Context: an optimization exercise on an open-source flow, tuned for small area, a short achievable clock period and few clock cycles per item. The choices shown serve that exercise and are no tape-out recipe. Only simulation tests tie the RTL to the original design; equivalence was not proved. Power and IR drop assume default switching activity.

== job 101 ==
==> flow/design.v <==
module ad983x_core (
    input  wire        clk,
    input  wire        rst,                 
    input  wire        cmd_valid,
    output reg         cmd_ready,
    input  wire [63:0] cmd,
    output reg         res_valid,
    output reg  [3:0]  res_code,
    output reg  [7:0]  res_err,
    output reg         sel_n,
    output reg         rst_line,
    output reg         xfer_req,
    output reg  [15:0] xfer_word,
    input  wire        xfer_ack,
    input  wire        xfer_fail,
    input  wire [7:0]  xfer_code
);
    localparam [3:0] R_OK        = 4'd0,
                     R_BAD_CH    = 4'd1,
                     R_BAD_SHAPE = 4'd2,
                     R_FREQ_OOR  = 4'd3,
                     R_XFER_ERR  = 4'd4,
                     R_ILLEGAL   = 4'd5,
                     R_NOT_INIT  = 4'd6,
                     R_BAD_REF   = 4'd7,
                     R_DESYNC    = 4'd8;
    localparam [3:0] OP_INIT = 4'h1, OP_FREQ = 4'h2, OP_FREQW = 4'h3,
                     OP_PHASE = 4'h4, OP_SIGN = 4'h5, OP_MODE = 4'h6,
                     OP_SLEEP = 4'h7, OP_WAVE = 4'h8, OP_RESET = 4'h9;
    reg        inited;
    reg        desync;
    reg [31:0] ref_hz;
    reg [5:0]  shb;                         
    wire [15:0] shadow = {7'd0, 1'b1, shb[5:1], 1'b0, shb[0], 1'b0};
    reg [3:0]  op;
    reg [1:0]  csel;                        
    reg        sel_hz;                      
    reg        rsv0;
    reg        z_hi;                        
    reg        z_mh;                        
    reg        z_ml;                        
    reg        z_lo;                        
    reg        neg;                         
    reg        pv;                          
    reg        fw1;                         
    reg        gap;                         
    reg        rcnt_on;                     
    reg [2:0]  rcnt;
    reg        is_init;
    reg        nw4;                         
    reg [1:0]  widx;
    reg        ch;
    reg [13:0] whi;                         
    reg [32:0] rem;                         
    reg [29:0] sq;                          
    reg [4:0]  dcnt;                        
    reg        ovf;                         
    reg        seen0;                       
    reg        dspec;                       
    reg        duse;                        
    always @(posedge clk) begin
        op     <= cmd[63:60];
        csel   <= cmd[53:52];
        sel_hz <= (cmd[59:54] == 6'd0);
        rsv0   <= (cmd[51:48] == 4'd0);
        z_hi   <= (cmd[47:32] == 16'd0);
        z_mh   <= (cmd[31:28] == 4'd0);
        z_ml   <= (cmd[27:12] == 16'd0);
        z_lo   <= (cmd[11:0] == 12'd0);
        neg    <= cmd[47];
    end
    wire sel0   = sel_hz && (csel == 2'd0);
    wire sel_h7 = sel_hz && !csel[1];
    wire d0     = z_hi && z_mh && z_ml && z_lo;
    reg well_formed;
    always @(*) begin
        case (op)
            OP_INIT:  well_formed = sel0 && rsv0 && z_hi;
            OP_FREQ:  well_formed = rsv0;
            OP_FREQW: well_formed = rsv0;
            OP_PHASE: well_formed = rsv0 && z_hi && z_mh && z_ml;
            OP_SIGN:  well_formed = sel_hz && rsv0 && d0;
            OP_MODE:  well_formed = sel_h7 && rsv0 && d0;
            OP_SLEEP: well_formed = sel_hz && rsv0 && d0;
            OP_WAVE:  well_formed = rsv0 && d0;
            OP_RESET: well_formed = sel0 && rsv0 && d0;
            default:  well_formed = 1'b0;
        endcase
    end
    reg        refuse;
    reg [3:0]  rcode;
    always @(*) begin
        refuse = 1'b1;
        rcode  = R_OK;
        if (!well_formed)
            rcode = R_ILLEGAL;
        else if (op == OP_INIT) begin
            if (z_mh && z_ml && z_lo) rcode = R_BAD_REF;
            else refuse = 1'b0;
        end
        else if (!inited) rcode = R_NOT_INIT;
        else if (desync)  rcode = R_DESYNC;
        else if ((op == OP_FREQ || op == OP_FREQW || op == OP_PHASE) && !sel_h7)
            rcode = R_BAD_CH;
        else if (op == OP_WAVE && (!sel_hz || csel == 2'd3))
            rcode = R_BAD_SHAPE;
        else if (op == OP_FREQ && neg)
            rcode = R_FREQ_OOR;
        else if (op == OP_FREQW && !(z_hi && z_mh))
            rcode = R_FREQ_OOR;
        else
            refuse = 1'b0;
    end
    reg [5:0] shb_new;
    always @(*) begin
        shb_new = shb;
        case (op)
            OP_SIGN: case (csel)
                2'd0: shb_new[3:1] = 3'b000;
                2'd1: shb_new[3:1] = 3'b101;
                2'd2: shb_new[3:1] = 3'b100;
                default: shb_new[3:1] = 3'b111;
            endcase
            OP_MODE:  shb_new[0] = csel[0];
            OP_SLEEP: shb_new[5:4] = csel;
            default: case (csel)            
                2'd0: begin shb_new[3:1] = 3'b000; shb_new[0] = 1'b0; end
                2'd1: begin shb_new[3:1] = 3'b000; shb_new[0] = 1'b1; end
                default: begin shb_new[3:1] = 3'b111; shb_new[0] = 1'b0; end
            endcase
        endcase
    end
    wire [15:0] sh_new = {7'd0, 1'b1, shb_new[5:1], 1'b0, shb_new[0], 1'b0};
    wire accept = cmd_valid && cmd_ready;
    wire exec   = accept && !refuse;
    wire dload = cmd_valid && !dspec && !duse && (cmd_ready || cmd[63:60] == OP_FREQ);
    wire dfmtw = cmd_ready && op == OP_FREQW;
    wire ddone = (dcnt == 5'd30);
    wire [34:0] tt    = {rem, sq[29], 1'b1} + {{2'b00, ref_hz} ^ {34{!rem[32]}}, !rem[32]};
    wire [32:0] rem_n = tt[33:1];
    wire        qbit  = !tt[33];
    wire [27:0] fword = sq[28:1] + {27'd0, sq[0]};
    wire [15:0] ftag  = ch ? 16'h8000 : 16'h4000;
    always @(posedge clk) begin
        rem <= dload ? {3'b000, cmd[46:17]} : rem_n;
        if (dload) begin
            if (dfmtw) begin
                sq   <= {1'b0, cmd[27:0], 1'b0};
                dcnt <= 5'd30;
            end else begin
                sq   <= {cmd[16:0], 13'd0};
                dcnt <= 5'd0;
            end
            ovf   <= 1'b0;
            seen0 <= 1'b0;
        end else if (!ddone) begin
            sq   <= {sq[28:0], qbit};
            dcnt <= dcnt + 5'd1;
            if (dcnt == 5'd0) ovf <= qbit;
            else if (!qbit)   seen0 <= 1'b1;
        end
    end
    wire idle = !(rcnt_on || fw1 || xfer_req || gap);
    reg  idle_nx;
    always @(*) begin
        idle_nx = idle;
        if (accept) idle_nx = refuse;
        if (rcnt_on && rcnt == 3'd7 && !is_init) idle_nx = 1'b1;
        if (fw1 && (ovf || (ddone && !seen0))) idle_nx = 1'b1;
        if (xfer_req && xfer_ack && (xfer_fail || !nw4 || widx == 2'd3)) idle_nx = 1'b1;
    end
    always @(posedge clk) begin
        res_err <= (xfer_req && xfer_ack && xfer_fail) ? xfer_code : 8'd0;
        if (rst) begin
            pv        <= 1'b0;
            cmd_ready <= 1'b0;
            res_valid <= 1'b0;
            res_code  <= R_OK;
            sel_n     <= 1'b1;
            rst_line  <= 1'b0;
            xfer_req  <= 1'b0;
            inited    <= 1'b0;
            desync    <= 1'b0;
            fw1       <= 1'b0;
            gap       <= 1'b0;
            rcnt_on   <= 1'b0;
            dspec     <= 1'b0;
            duse      <= 1'b0;
        end else begin
            pv        <= cmd_valid && !accept;
            cmd_ready <= idle_nx && cmd_valid && !accept;
            res_valid <= 1'b0;
            if (dload && !accept)
                dspec <= 1'b1;
            if (accept) begin
                dspec     <= 1'b0;
                res_valid <= refuse;
                res_code  <= rcode;
                widx      <= 2'd0;
                ch        <= csel[0];
                is_init   <= (op == OP_INIT);
                nw4       <= (op == OP_FREQ) || (op == OP_FREQW);
                rcnt      <= 3'd0;
                if (!refuse) begin
                    case (op)
                        OP_INIT: begin
                            ref_hz    <= cmd[31:0];
                            shb       <= 6'd0;
                            inited    <= 1'b1;
                            desync    <= 1'b0;
                            rst_line  <= 1'b1;
                            rcnt_on   <= 1'b1;
                            xfer_word <= 16'h0100;
                        end
                        OP_RESET: begin
                            rst_line <= 1'b1;
                            rcnt_on  <= 1'b1;
                        end
                        OP_FREQ: begin
                            duse      <= 1'b1;
                            fw1       <= 1'b1;
                            xfer_word <= shadow | 16'h2000;
                        end
                        OP_FREQW: begin
                            duse      <= 1'b1;
                            sel_n     <= 1'b0;
                            xfer_req  <= 1'b1;
                            xfer_word <= shadow | 16'h2000;
                        end
                        OP_PHASE: begin
                            sel_n     <= 1'b0;
                            xfer_req  <= 1'b1;
                            xfer_word <= {2'b11, csel[0], 1'b0, cmd[11:0]};
                        end
                        default: begin      
                            shb       <= shb_new;
                            sel_n     <= 1'b0;
                            xfer_req  <= 1'b1;
                            xfer_word <= sh_new;
                        end
                    endcase
                end
            end
            if (rcnt_on) begin
                rcnt <= rcnt + 3'd1;
                if (rcnt == 3'd7) begin
                    rcnt_on  <= 1'b0;
                    rst_line <= 1'b0;
                    if (is_init) begin
                        sel_n    <= 1'b0;
                        xfer_req <= 1'b1;
                    end else begin
                        res_valid <= 1'b1;
                        res_code  <= R_OK;
                    end
                end
            end
            if (fw1) begin
                if (ovf || (ddone && !seen0)) begin
                    fw1       <= 1'b0;
                    duse      <= 1'b0;
                    res_valid <= 1'b1;
                    res_code  <= R_FREQ_OOR;
                end else if (seen0) begin
                    fw1      <= 1'b0;
                    sel_n    <= 1'b0;
                    xfer_req <= 1'b1;
                end
            end
            if (xfer_req && xfer_ack) begin
                sel_n    <= 1'b1;
                xfer_req <= 1'b0;
                if (xfer_fail) begin
                    duse      <= 1'b0;
                    res_valid <= 1'b1;
                    res_code  <= R_XFER_ERR;
                    if (is_init) inited <= 1'b0;
                    else         desync <= 1'b1;
                end else if (!nw4 || widx == 2'd3) begin
                    res_valid <= 1'b1;
                    res_code  <= R_OK;
                end else begin
                    gap  <= 1'b1;
                    widx <= widx + 2'd1;
                end
            end
            if (gap) begin
                case (widx)
                    2'd1: if (ddone) begin
                        gap       <= 1'b0;
                        duse      <= 1'b0;
                        whi       <= fword[27:14];
                        sel_n     <= 1'b0;
                        xfer_req  <= 1'b1;
                        xfer_word <= ftag | {2'b00, fword[13:0]};
                    end
                    2'd2: begin
                        gap       <= 1'b0;
                        sel_n     <= 1'b0;
                        xfer_req  <= 1'b1;
                        xfer_word <= ftag | {2'b00, whi};
                    end
                    default: begin
                        gap       <= 1'b0;
                        sel_n     <= 1'b0;
                        xfer_req  <= 1'b1;
                        xfer_word <= shadow;
                    end
                endcase
            end
        end
    end
endmodule
Settings: LEC_CHECK=0, CAP_MARGIN=20, CORE_MARGIN=2, CORE_UTILIZATION=65, CTS_BUF_LIST=sky130_fd_sc_hd__clkbuf_4 sky130_fd_sc_hd__clkbuf_8, SLEW_MARGIN=20; clock period 10.0 ns.
standard.sh (not shown) runs the stock make flow with config.mk's settings and CLKGATE_MAP_FILE= SYNTH_SCRIPT=/design/flow/synth_recipe.tcl, a recipe that flattens the netlist after the stock synthesis.
==> flow/flow/run.sh <==
#!/bin/bash
# Standard layout, with timing repair aiming further below the clock period
# and plain buffers on the ports.
set -euo pipefail
export SETUP_SLACK_MARGIN=7.0
export BUFFER_PORTS_ARGS="-buffer_cell sky130_fd_sc_hd__buf_1"
bash standard.sh > standard_flow.log 2>&1
Testbench counts of job 101, summed over its fixed seeds: cycles 65,231, commands 3,208.
### job 101 -> job 102
--- a/flow/design.v
+++ b/flow/design.v
@@ -133,9 +133,10 @@
     wire [15:0] sh_new = {7'd0, 1'b1, shb_new[5:1], 1'b0, shb_new[0], 1'b0};
     wire accept = cmd_valid && cmd_ready;
     wire exec   = accept && !refuse;
-    wire dload = cmd_valid && !dspec && !duse && (cmd_ready || cmd[63:60] == OP_FREQ);
-    wire dfmtw = cmd_ready && op == OP_FREQW;
     wire ddone = (dcnt == 5'd30);
+    wire dfree = !duse || (gap && widx == 2'd1 && ddone);
+    wire dload = pv && !dspec && dfree && (cmd_ready || op == OP_FREQ);
+    wire dfmtw = cmd_ready && op == OP_FREQW;
     wire [34:0] tt    = {rem, sq[29], 1'b1} + {{2'b00, ref_hz} ^ {34{!rem[32]}}, !rem[32]};
     wire [32:0] rem_n = tt[33:1];
     wire        qbit  = !tt[33];
@@ -190,7 +191,7 @@
             pv        <= cmd_valid && !accept;
             cmd_ready <= idle_nx && cmd_valid && !accept;
             res_valid <= 1'b0;
-            if (dload && !accept)
+            if (dload && cmd_valid && !accept)
                 dspec <= 1'b1;
             if (accept) begin
                 dspec     <= 1'b0;
@@ -201,6 +202,12 @@
                 is_init   <= (op == OP_INIT);
                 nw4       <= (op == OP_FREQ) || (op == OP_FREQW);
                 rcnt      <= 3'd0;
+                case (op)
+                    OP_INIT:            xfer_word <= 16'h0100;
+                    OP_FREQ, OP_FREQW:  xfer_word <= shadow | 16'h2000;
+                    OP_PHASE:           xfer_word <= {2'b11, csel[0], 1'b0, cmd[11:0]};
+                    default:            xfer_word <= sh_new;
+                endcase
                 if (!refuse) begin
                     case (op)
                         OP_INIT: begin
@@ -210,7 +217,6 @@
                             desync    <= 1'b0;
                             rst_line  <= 1'b1;
                             rcnt_on   <= 1'b1;
-                            xfer_word <= 16'h0100;
                         end
                         OP_RESET: begin
                             rst_line <= 1'b1;
@@ -219,24 +225,20 @@
                         OP_FREQ: begin
                             duse      <= 1'b1;
                             fw1       <= 1'b1;
-                            xfer_word <= shadow | 16'h2000;
                         end
                         OP_FREQW: begin
                             duse      <= 1'b1;
                             sel_n     <= 1'b0;
                             xfer_req  <= 1'b1;
-                            xfer_word <= shadow | 16'h2000;
                         end
                         OP_PHASE: begin
                             sel_n     <= 1'b0;
                             xfer_req  <= 1'b1;
-                            xfer_word <= {2'b11, csel[0], 1'b0, cmd[11:0]};
                         end
                         default: begin      
                             shb       <= shb_new;
                             sel_n     <= 1'b0;
                             xfer_req  <= 1'b1;
-                            xfer_word <= sh_new;
                         end
                     endcase
                 end
In summary, job 102 completed successfully, with a layout that passed the timing, design-rule and antenna checks.
Job 101: done, clean on timing, DRC and antenna
In the reports for job 101 and job 102, the larger count of plain and timing-repair buffers belongs to job 102.
Across both runs, met2 layer usage reported by global route was higher for job 102 than for job 101.
As far as final count of hold timing violations goes, job 101 and job 102 are indistinguishable; the numbers are identical.
The lower total length of routed met2 wires of job 101 and job 102 is in job 101.
Final core utilization: job 102 > job 101
Looking at clock share of power, job 102 sits below job 101.
Testbench counts of job 102, summed over its fixed seeds: cycles 64,969, commands 3,208.

-- separate check: timing with driven ports --
The flow's constraints put no driver on any port. The routed layouts listed below were extracted and timed again, unchanged, in two steps.
Step 1, drivers: a clkbuf_16 drives clk and a buf_2 each remaining input, both assumed.
Step 2 times the ports against the registers' clock, not the clock port: input delays grow and output delays shrink by t, the midpoint of the rising clock arrivals with the driver on.
Three values: ideal, step 1, step 2; two values: the first two.
| run | shift t [ns] | setup slack, ns | worst setup path after step 2 | worst slew at a driven data input, ns |
|---|---|---|---|---|
| job 101 | 0.514 | 6.929 / 6.887 / 6.520 | input to register | 0.04 |
| job 102 | 0.506 | 6.931 / 6.889 / 6.575 | input to register | 0.05 |
After both steps setup and hold are still met in every run listed. The setup slack of job 101, which loses most, moves by -0.042 ns with the drivers and by -0.409 ns with both steps.
